What follows belongs to an exercise in optimizing a design on an open flow for small area, a short achievable clock period and few clock cycles; a production flow would make more cautious choices.
Where RTL was checked, it was by simulation tests only, not by an equivalence proof against the original.
Power and IR drop assume default switching activity.

==> run a: inputs <==
Design jenkins_lookup3_mixer, start of the top module:
module jenkins_lookup3_mixer (
    input  wire        clk,
    input  wire        rst,         
    input  wire        cmd_valid,
    output wire        cmd_ready,
    input  wire [35:0] cmd_data,
    output wire        rsp_valid,
    input  wire        rsp_ready,
    output wire [35:0] rsp_data,
    output wire        done
);
export LEC_CHECK = 0
export CAP_MARGIN = 20
export CORE_MARGIN = 2
export CORE_UTILIZATION = 40
export SETUP_SLACK_MARGIN = 2.5
export SLEW_MARGIN = 20
create_clock -name core_clock -period 6.0 [get_ports {clk}]
run.sh (not shown) runs the stock make flow with config.mk's settings and CLKGATE_MAP_FILE= SYNTH_SCRIPT=/design/flow/synth_recipe.tcl, a recipe that flattens the netlist after the stock synthesis.
==> inputs of run b, as changes to run a <==
--- a/flow/design.v
+++ b/flow/design.v
@@ -7,12 +7,13 @@
     output wire        rsp_valid,
     input  wire        rsp_ready,
     output wire [35:0] rsp_data,
     output wire        done
 );
     localparam [31:0] GOLDEN = 32'h9e3779b9;
+    localparam integer ADD_KIND = 1;    
     localparam [3:0] OP_NOP    = 4'h0;
     localparam [3:0] OP_STARTZ = 4'h1;
     localparam [3:0] OP_STARTN = 4'h2;
     localparam [3:0] OP_PUSHB  = 4'h3;
     localparam [3:0] OP_PUSHW  = 4'h4;
     localparam [3:0] OP_FINISH = 4'h5;
@@ -50,12 +51,16 @@
     reg        mixa_q;      
     reg        fina_q;      
     reg [1:0]  rc_q;        
     reg        selp_q, sb0_q, mix_q, fin_q, sub_q;
     reg        sm4_q, sm6_q, sm8_q, sm16_q, sm19_q;
     reg        sf14_q, sf11_q, sf25_q, sf16_q, sf4_q, sf24_q;
+    reg        kill_q;      
+    reg        xen_q;       
+    reg        h2_q;        
+    reg        mh_q;        
     reg [31:0] r0, r1, r2;
     reg [1:0]  cnt_q;
     reg [3:0]  q0_q, q1_q;
     reg        stp_q;       
     wire slot_free = !jv_q || first_q;
     wire hold_eff  = hold_q && !fn_q[6];
@@ -85,22 +90,30 @@
         else if (op == OP_READ && ph_q != PH_DONE)
             code = 2'd3;
     end
     wire ok = (code == 2'd0);
     wire [1:0] k = n_q[1:0];
     wire [1:0] j = n_q[3:2];
+    wire       is_s = (op == OP_STARTZ) || (op == OP_STARTN);
+    wire       is_b = (op == OP_PUSHB);
     wire       is_w = (op == OP_PUSHW);
+    wire       is_f = (op == OP_FINISH);
+    wire       argz  = (arg == 32'd0);
+    wire       arghz = (arg[31:8] == 24'd0);
+    wire       absorb = (ph_q == PH_ABSORB);
     wire [3:0] nz = {|arg[31:24], |arg[23:16], |arg[15:8], |arg[7:0]};
-    wire [3:0] inb = is_w ? 4'b1111 : 4'b0001;
+    wire       z0 = !z_q || nz[0];
+    wire       z1 = !z_q || nz[1];
+    wire       z2 = !z_q || nz[2];
+    wire       z3 = !z_q || nz[3];
     wire [3:0] vb;
-    assign vb[0] = inb[0] && (!z_q || nz[0]);
-    assign vb[1] = inb[1] && vb[0] && (!z_q || nz[1]);
-    assign vb[2] = inb[2] && vb[1] && (!z_q || nz[2]);
-    assign vb[3] = inb[3] && vb[2] && (!z_q || nz[3]);
-    wire       term = z_q && ((inb & nz) != inb);
-    wire [2:0] t = {2'd0, vb[0]} + {2'd0, vb[1]} + {2'd0, vb[2]} + {2'd0, vb[3]};
+    assign vb[0] = !pf_q && (is_w || is_b) && z0;
+    assign vb[1] = !pf_q && is_w && z0 && z1;
+    assign vb[2] = !pf_q && is_w && z0 && z1 && z2;
+    assign vb[3] = !pf_q && is_w && z0 && z1 && z2 && z3;
+    wire       term = z_q && (is_w ? !(nz[0] && nz[1] && nz[2] && nz[3]) : !nz[0]);
     reg [31:0] rw;
     reg [3:0]  vr;
     always @(*) begin
         case (k)
             2'd0: begin rw = arg;                       vr = vb; end
             2'd1: begin rw = {arg[23:0], arg[31:24]};   vr = {vb[2:0], vb[3]}; end
@@ -113,52 +126,35 @@
     wire [3:0] mge = vr & ge;
     wire [3:0] mlt = vr & ~ge;
     wire [31:0] wd  = {8'd0, h_q} |
                       (rw & {{8{mge[3]}}, {8{mge[2]}}, {8{mge[1]}}, {8{mge[0]}}});
     wire [23:0] lft = rw[23:0] & {{8{mlt[2]}}, {8{mlt[1]}}, {8{mlt[0]}}};
     wire        cmpl = vr[3];                   
-    wire [3:0]  nt = n_q + {1'b0, t};
-    wire [3:0]  n_next = (nt >= 4'd12) ? nt - 4'd12 : nt;
+    wire [3:0]  n_p1 = (n_q == 4'd11) ? 4'd0 : n_q + 4'd1;
+    wire [3:0]  n_p4 = (n_q >= 4'd8) ? n_q - 4'd8 : n_q + 4'd4;
     function [1:0] fsteps;
         input [1:0] fj;
-        input       fk;       
+        input       fk;
         begin
             case (fj)
                 2'd0:    fsteps = 2'd2;
                 2'd1:    fsteps = 2'd1;
                 default: fsteps = fk ? 2'd3 : 2'd0;
             endcase
         end
     endfunction
     wire [1:0] j_after = (j == 2'd2) ? 2'd0 : j + 2'd1;
     wire       k_after = |mlt;                  
-    reg        cj;          
-    reg [1:0]  cjt;
-    reg [31:0] cjp;
-    reg        cjmix;
-    reg [1:0]  cjst;
-    always @(*) begin
-        cj = 1'b0; cjt = J_ABS; cjp = wd; cjmix = (j == 2'd2); cjst = 2'd0;
-        if (ok) begin
-            if (op == OP_STARTZ || op == OP_STARTN) begin
-                cj = 1'b1; cjt = J_START; cjp = arg;
-            end else if (ph_q == PH_ABSORB && (op == OP_PUSHB || op == OP_PUSHW)) begin
-                if (cmpl) begin
-                    cj = 1'b1; cjt = J_ABS;
-                end else if (term) begin
-                    cj = 1'b1; cjt = J_FIN; cjst = fsteps(j, |vr);
-                    if (vr == 4'd0) cjst = fsteps(j, k != 2'd0);
-                end
-            end else if (ph_q == PH_ABSORB && op == OP_FINISH) begin
-                cj = 1'b1; cjt = J_FIN; cjp = {8'd0, h_q};
-                cjst = fsteps(j, k != 2'd0);
-            end
-        end
-    end
+    wire        pushok = absorb && (is_w || (is_b && arghz));
+    wire        cj  = is_s || (pushok && (cmpl || term)) || (absorb && is_f && argz);
+    wire [1:0]  cjt = is_s ? J_START : (cmpl && !is_f) ? J_ABS : J_FIN;
+    wire [31:0] cjp = is_s ? arg : wd;
+    wire        cjmix = (j == 2'd2);
+    wire [1:0]  cjst = fsteps(j, (k != 2'd0) || vb[0]);
     wire pf_load = pf_q && slot_free;
-    wire ld_cmd  = fire && cj;
+    wire ld_cmd  = fire && cj;      
     wire ld      = ld_cmd || pf_load;
     wire [1:0]  ldt  = pf_load ? J_FIN : cjt;
     wire        ldmx = cjmix;
     wire [1:0]  ldst = pf_load ? pfs_q : cjst;
     wire [3:0] ent = ok ? {2'b00, (op == OP_READ) ? D_READ :
                                   (op == OP_STATUS) ? D_STATUS : D_ZERO}
@@ -233,26 +229,26 @@
                        ({32{sf14_q}} & rotl(nr1, 14))  |
                        ({32{sf11_q}} & rotl(nr1, 11))  |
                        ({32{sf25_q}} & rotl(nr1, 25))  |
                        ({32{sf16_q}} & rotl(nr1, 16))  |
                        ({32{sf4_q}}  & rotl(nr1, 4))   |
                        ({32{sf24_q}} & rotl(nr1, 24));
-    wire [31:0] opa = (r0 & {32{~sst_q}}) ^ (r1 & {32{fin_q}});
-    wire [31:0] sum = opa + opb + {31'd0, sub_q};
+    wire [31:0] opa = (r0 & {32{~kill_q}}) ^ (r1 & {32{xen_q}});
+    wire [31:0] sum, s2;
+    pfx_add #(.KIND(ADD_KIND)) u_add (.a(opa), .b(opb), .ci(sub_q), .s(sum));
+    pfx_add #(.KIND(ADD_KIND)) u_add2 (.a(r1 & {32{~h2_q}}), .b(r2 & {32{mh_q}}), .ci(1'b0), .s(s2));
     wire [31:0] u   = sum ^ rotm;
-    wire [31:0] s2  = r1 + (r2 & {32{mix_q}});
     always @(posedge clk) begin
-        if (en_q) begin
-            r1 <= u;
+        r1 <= u;
+        r2 <= sst_q ? GOLDEN : s2;
+        if (en_q)
             r0 <= sst_q ? GOLDEN : r2;
-            r2 <= sst_q ? GOLDEN : s2;
-        end
     end
     always @(posedge clk) begin
-        if (ld) begin
-            p_q    <= pf_load ? {8'd0, h_q} : cjp;
+        if (slot_free) begin
+            p_q    <= cjp;
             jt_q   <= ldt;
             jmix_q <= ldmx;
             jst_q  <= ldst;
         end
         if (rst) begin
             ph_q <= PH_IDLE; z_q <= 1'b0; n_q <= 4'd0; err_q <= 2'd0;
@@ -262,24 +258,27 @@
             fn_q <= 7'd0; first_q <= 1'b0; mixa_q <= 1'b0; fina_q <= 1'b0;
             rc_q <= 2'd0;
             selp_q <= 1'b0; sb0_q <= 1'b0; mix_q <= 1'b0; fin_q <= 1'b0;
             sub_q <= 1'b0; sm4_q <= 1'b0; sm6_q <= 1'b0; sm8_q <= 1'b0;
             sm16_q <= 1'b0; sm19_q <= 1'b0; sf14_q <= 1'b0; sf11_q <= 1'b0;
             sf25_q <= 1'b0; sf16_q <= 1'b0; sf4_q <= 1'b0; sf24_q <= 1'b0;
+            kill_q <= 1'b1; xen_q <= 1'b1; h2_q <= 1'b1; mh_q <= 1'b1;
             cnt_q <= 2'd0; q0_q <= 4'd0; q1_q <= 4'd0; stp_q <= 1'b0;
         end else begin
             en_q <= en_n; sst_q <= sst_n; sab_q <= sab_n; mx_q <= mx_n;
             fn_q <= fn_n; first_q <= first_n; mixa_q <= mixa_n;
             fina_q <= fina_n; rc_q <= rc_n;
             selp_q <= sst_n | sab_n;
             sb0_q  <= |mx_n;  mix_q <= |mx_n;  fin_q <= |fn_n;
             sub_q  <= (|mx_n) | (|fn_n);
             sm4_q  <= mx_n[0] | mx_n[5]; sm6_q <= mx_n[1]; sm8_q <= mx_n[2];
             sm16_q <= mx_n[3]; sm19_q <= mx_n[4];
             sf14_q <= fn_n[0] | fn_n[5]; sf11_q <= fn_n[1]; sf25_q <= fn_n[2];
             sf16_q <= fn_n[3]; sf4_q <= fn_n[4]; sf24_q <= fn_n[6];
+            kill_q <= sst_n | !en_n;  xen_q <= (|fn_n) | !en_n;
+            h2_q   <= !en_n;          mh_q  <= (|mx_n) | !en_n;
             jv_q <= ld ? 1'b1 : (first_q ? 1'b0 : jv_q);
             if (pf_load) pf_q <= 1'b0;
             if (fn_q[6]) hold_q <= 1'b0;
             cnt_q <= cnt_n; q0_q <= q0_n; q1_q <= q1_n;
             if (pop && q0_q[1:0] == D_STATUS) stp_q <= 1'b0;
             if (fire) begin
@@ -289,34 +288,68 @@
                     case (op)
                     OP_STARTZ, OP_STARTN: begin
                         ph_q <= PH_ABSORB; z_q <= (op == OP_STARTZ);
                         n_q <= 4'd0; h_q <= 24'd0;
                     end
                     OP_PUSHB, OP_PUSHW: if (ph_q == PH_ABSORB) begin
+                        h_q <= cmpl ? lft : wd[23:0];
                         if (term) begin
                             ph_q <= PH_DONE; n_q <= 4'd0; hold_q <= 1'b1;
-                            if (cmpl) begin
-                                h_q <= lft; pf_q <= 1'b1;
-                                pfs_q <= fsteps(j_after, k_after);
-                            end else
-                                h_q <= 24'd0;
-                        end else begin
-                            n_q <= n_next;
-                            h_q <= cmpl ? lft : wd[23:0];
-                        end
+                            pf_q <= cmpl;
+                            pfs_q <= fsteps(j_after, k_after);
+                        end else
+                            n_q <= is_w ? n_p4 : n_p1;
                     end
                     OP_FINISH: if (ph_q == PH_ABSORB) begin
-                        ph_q <= PH_DONE; n_q <= 4'd0; h_q <= 24'd0;
+                        ph_q <= PH_DONE; n_q <= 4'd0;
                         hold_q <= 1'b1;
                     end
                     OP_STATUS: stp_q <= 1'b1;
                     OP_CLEAR: begin
                         ph_q <= PH_IDLE; n_q <= 4'd0; z_q <= 1'b0;
-                        err_q <= 2'd0; h_q <= 24'd0;
+                        err_q <= 2'd0;
                     end
                     default: ;
                     endcase
                 end
             end
         end
     end
 endmodule
+module pfx_add #(parameter integer KIND = 1) (
+    input  wire [31:0] a,
+    input  wire [31:0] b,
+    input  wire        ci,
+    output wire [31:0] s
+);
+    wire [31:0] p0 = a ^ b;
+    wire [31:0] g0 = a & b;
+    wire [31:0] G [0:5];
+    wire [31:0] P [0:5];
+    assign G[0] = {g0[31:1], g0[0] | (p0[0] & ci)};
+    assign P[0] = p0;
+    genvar l, i;
+    generate
+        for (l = 0; l < 5; l = l + 1) begin : lv
+            for (i = 0; i < 32; i = i + 1) begin : bt
+                if (KIND == 0) begin : ks
+                    if (i >= (1 << l)) begin : op
+                        assign G[l+1][i] = G[l][i] | (P[l][i] & G[l][i - (1 << l)]);
+                        assign P[l+1][i] = P[l][i] & P[l][i - (1 << l)];
+                    end else begin : pass
+                        assign G[l+1][i] = G[l][i];
+                        assign P[l+1][i] = P[l][i];
+                    end
+                end else begin : sk
+                    if ((i >> l) & 1) begin : op
+                        assign G[l+1][i] = G[l][i] | (P[l][i] & G[l][((i >> l) << l) - 1]);
+                        assign P[l+1][i] = P[l][i] & P[l][((i >> l) << l) - 1];
+                    end else begin : pass
+                        assign G[l+1][i] = G[l][i];
+                        assign P[l+1][i] = P[l][i];
+                    end
+                end
+            end
+        end
+    endgenerate
+    assign s = p0 ^ {G[5][30:0], ci};
+endmodule
--- a/flow/config.mk
+++ b/flow/config.mk
@@ -5,8 +5,11 @@
 export SDC_FILE = /design/flow/constraint.sdc
 export NUM_CORES = 4
 export LEC_CHECK = 0
 export CAP_MARGIN = 20
 export CORE_MARGIN = 2
 export CORE_UTILIZATION = 40
-export SETUP_SLACK_MARGIN = 2.5
+export CTS_BUF_LIST = sky130_fd_sc_hd__clkbuf_4 sky130_fd_sc_hd__clkbuf_8
+export PLACE_DENSITY = 0.45
+export SETUP_SLACK_MARGIN = 3.5
 export SLEW_MARGIN = 20
+export TNS_END_PERCENT = 0
==> notes.md <==
                                                                     run a                     run b
Leading power group                                       sequential cells       combinational logic
Top FF cell, synth                               sky130_fd_sc_hd__edfxtp_1  sky130_fd_sc_hd__dfxtp_1
Initial standard-cell utilization of the core                       40.61%                    40.45%
Net switching component of the power                           0.0009594 W                0.002899 W
Vertical extent of the die                                        205.1 um                  196.2 um
Post-Route WL                                                    60,480 um                 64,110 um
Detailed-route vias per instance                                     6.236                     6.363
Mapped cell area                                                16,170 um2                14,770 um2
Combined area of the multi-input logic cells                    10,840 um2                  9693 um2
Synth Area in Simple Gates                                          19.54%                    19.44%
Met3 demand-to-capacity share in global routing                     4.963%                    9.833%
Ys Warns                                                                 1                         2
Sinks on Clock Net                                                     209                       212
WP buf/inv                                                               1                         3
Antenna fix cells                                                        0                         1
Wire length per cell after detailed routing                       23.48 um                  26.78 um
Via count of the routed design                                      16,065                    15,234
All-Layer GR Usage                                                  27.93%                    33.02%
Critical path depth                                                     14                        13
Setup bufs post-CTS                                                    112                        74
Layout cell share with drive strength beyond 1                      23.60%                    21.51%
Status                                             complete, no violations   complete, no violations
Number of placed cells counting well taps                            2,387                     2,215
Number of filler instances in the final layout                       3,791                     3,530
Comb group                                                      0.000486 W                 0.00284 W
P&R area growth vs syn                                              26.41%                    26.91%
Total met2 wirelength after detailed routing                     27,780 um                 25,690 um
Testbench counts of run b, summed over its fixed seeds: cycles 6,729.
Function not checked in run a: the RTL went through the layout flow alone.

-- static timing again, ports no longer ideal --
Ports are ideal in the flow. The routed layouts listed here were re-timed in OpenROAD. Step 1: set_driving_cell puts a clkbuf_16 on clk and a buf_2 on each other input, an assumption about the parent block. Step 2 adds t to the input delays and takes it off the output delays; t is the mean of the earliest and latest rising clock arrival at the registers after step 1. Input paths then give back, and output paths get back, about the clock's delay inside the block. Three values: ideal ports, drivers, drivers and shift; two values: the first two.
| run | shift t [ns] | slack for setup (ns) | worst data-port slew with drivers (ns) |
|---|---|---|---|
| run a | 0.601 | 2.161 / 2.161 / 1.926 | 0.05 |
| run b | 0.655 | 2.559 / 2.559 / 1.999 | 0.04 |
After both steps setup and hold are still met in every run listed. For run b, which loses most, drivers alone change the setup slack by 0.000 ns; drivers and shift together by -0.560 ns.
